What follows belongs to an exercise in optimizing a design on an open flow for small area, a short achievable clock period and few clock cycles per item; a production flow would make more cautious choices.
Only simulation tests tie the RTL to the original design; equivalence was not proved.

## lac_gscale
module lac_gscale (
    input  wire        clk,
    input  wire        rst_n,
    input  wire        in_valid,
    output wire        in_ready,
    input  wire [31:0] in_r0,
    output reg         out_valid,
    input  wire        out_ready,
    output reg  [31:0] out_s
);
Settings: LEC_CHECK=0, ABC_AREA=1, CAP_MARGIN=20, CORE_MARGIN=2, CORE_UTILIZATION=40, SLEW_MARGIN=20; clock period 30.0 ns.
standard.sh (not shown) runs the stock make flow with config.mk's settings and CLKGATE_MAP_FILE= SYNTH_SCRIPT=/design/flow/synth_recipe.tcl, a recipe that flattens the netlist after the stock synthesis.
==> flow/flow/run.sh <==
#!/bin/bash
# Own flow: the standard layout (standard.sh: the standard synthesis,
# floorplan, placement, CTS, routing and finishing, all unchanged), with
# ORFS's timing repair (floorplan, CTS and global-route repair_timing) asked
# to keep SETUP_SLACK_MARGIN ns of setup slack at the design's clock period.
# The constraints (constraint.sdc) are the design's; only how hard the
# resizer works changes.  make's output goes to layout.log; ORFS writes each
# step's own log under orfs/logs.
set -euo pipefail
export SETUP_SLACK_MARGIN=22.4
bash standard.sh finish > layout.log 2>&1
The baseline went through all stages and came out clean.
Testbench counts at the start, summed over its fixed seeds: cycles 2,544, items 2,400.
==> next run, changes <==
--- a/flow/flow/run.sh
+++ b/flow/flow/run.sh
@@ -8,4 +8,4 @@
 # step's own log under orfs/logs.
 set -euo pipefail
-export SETUP_SLACK_MARGIN=22.4
+export SETUP_SLACK_MARGIN=22
 bash standard.sh finish > layout.log 2>&1
- ABC_AREA: 1 -> default
The changed run ran to the end with no violations.
Final cell count shrinks by about 12%.
Die area hardly moves.
Worst setup slack is worse by 330 ps.
Global-route usage shrinks by 1.2 points.
Via count shrinks by about 5%.
==> next run, changes <==
- CTS_BUF_LIST: default -> sky130_fd_sc_hd__clkbuf_8
- CTS_CLUSTER_SIZE: default -> 30
The changed run finished clean; cell area is lower by 0.33%; utilization is lower by 0.15 points; clock skew is higher by 28 ps; setup slack loses 30 ps; synthesized area stays the same.
==> next run, changes <==
--- a/flow/flow/run.sh
+++ b/flow/flow/run.sh
@@ -8,4 +8,4 @@
 # step's own log under orfs/logs.
 set -euo pipefail
-export SETUP_SLACK_MARGIN=22
+export SETUP_SLACK_MARGIN=22.8
 bash standard.sh finish > layout.log 2>&1
- ABC_AREA: default -> 1
- CTS_BUF_LIST: sky130_fd_sc_hd__clkbuf_8 -> default
- CTS_CLUSTER_SIZE: 30 -> default
Result:
- cell area rose by a few percent
- synthesized cell count increases by about a fifth
- worst hold slack improved by 20 ps
- core utilization grows by 1.6 points
- critical path depth increases by 1


Starting RTL as in the previous note.
Settings: LEC_CHECK=0, CAP_MARGIN=20, CORE_MARGIN=2, CORE_UTILIZATION=40, SLEW_MARGIN=20; clock period 30.0 ns.
==> flow/flow/run.sh <==
#!/bin/bash
# Own flow: the standard layout (standard.sh: the standard synthesis,
# floorplan, placement, CTS, routing and finishing, all unchanged), with
# ORFS's timing repair (floorplan, CTS and global-route repair_timing) asked
# to keep SETUP_SLACK_MARGIN ns of setup slack at the design's clock period.
# The constraints (constraint.sdc) are the design's; only how hard the
# resizer works changes.  make's output goes to layout.log; ORFS writes each
# step's own log under orfs/logs.
set -euo pipefail
export SETUP_SLACK_MARGIN=22.7
bash standard.sh finish > layout.log 2>&1
The first run produced a clean layout.
Testbench counts at the start, summed over its fixed seeds: cycles 2,544, items 2,400.
Change:
--- a/flow/flow/run.sh
+++ b/flow/flow/run.sh
@@ -8,4 +8,4 @@
 # step's own log under orfs/logs.
 set -euo pipefail
-export SETUP_SLACK_MARGIN=22.7
+export SETUP_SLACK_MARGIN=22.4
 bash standard.sh finish > layout.log 2>&1
- ABC_AREA: default -> 1
- CTS_BUF_LIST: default -> sky130_fd_sc_hd__clkbuf_8
=> The changed run completed with no timing, DRC or antenna violations. Maximum frequency goes up by 2.4%. Die area hardly moves. Setup slack is better by 180 ps. Utilization falls by 3.6 points. Clock skew increases by 38 ps. Global-route usage rose by 0.27 points.
Change:
--- a/flow/flow/run.sh
+++ b/flow/flow/run.sh
@@ -8,4 +8,4 @@
 # step's own log under orfs/logs.
 set -euo pipefail
-export SETUP_SLACK_MARGIN=22.4
+export SETUP_SLACK_MARGIN=22
 bash standard.sh finish > layout.log 2>&1
- CTS_BUF_LIST: sky130_fd_sc_hd__clkbuf_8 -> default
The new run completed without violations.
Utilization decreases by 0.50 points.
Area after synthesis does not change.
Worst setup slack degrades by 250 ps.
Change:
- ABC_AREA: 1 -> default
- CORE_UTILIZATION: 40 -> 55
- utilization came out higher by 18 points
- worst setup slack got worse by 53 ps
- routed wire length stays flat
- clock-buffer cell count came out lower by 17
- maximum frequency came out lower by 0.67%

-- port drivers added, routing unchanged --
The results above use ideal ports. As a check the final layouts listed here were re-extracted and re-timed, cells and wires unchanged. Step 1 assumes that a clkbuf_16 drives the clock port and a buf_2 every other input. Step 2, shift: input delay + t, output delay - t, t = (earliest + latest rising clock arrival at the registers) / 2. This alone moves slack from input paths to output paths. a / b / c = ideal / step 1 / step 2; a / b = the first two.
run | t, ns | setup slack, ns | worst setup path after step 2 | latest minus earliest clock arrival (ns) | worst data-port slew with drivers (ns)
the first run of note 1 | 0.847 | 22.470 / 22.385 / 21.917 | input to register | 0.045 / 0.045 | 0.04
the second run of note 1 | 0.848 | 22.141 / 22.084 / 21.558 | input to register | 0.049 / 0.050 | 0.05
the third run of note 1 | 1.010 | 22.110 / 22.030 / 21.525 | input to register | 0.069 / 0.069 | 0.05
the fourth run of note 1 | 0.843 | 22.605 / 22.522 / 22.075 | input to register | 0.072 / 0.072 | 0.04
the first run of note 2 | 0.843 | 22.226 / 22.226 / 21.994 | input to register | 0.037 / 0.037 | 0.06
the second run of note 2 | 0.985 | 22.406 / 22.327 / 21.741 | input to register | 0.087 / 0.087 | 0.04
the third run of note 2 | 0.843 | 22.159 / 22.075 / 21.728 | input to register | 0.045 / 0.044 | 0.04
the fourth run of note 2 | 0.804 | 22.106 / 22.029 / 21.636 | input to register | 0.084 / 0.084 | 0.05
After both steps every run listed still meets setup and hold. The setup slack of the second run of note 2, which loses most, moves by -0.079 ns with the drivers and by -0.665 ns with both steps.
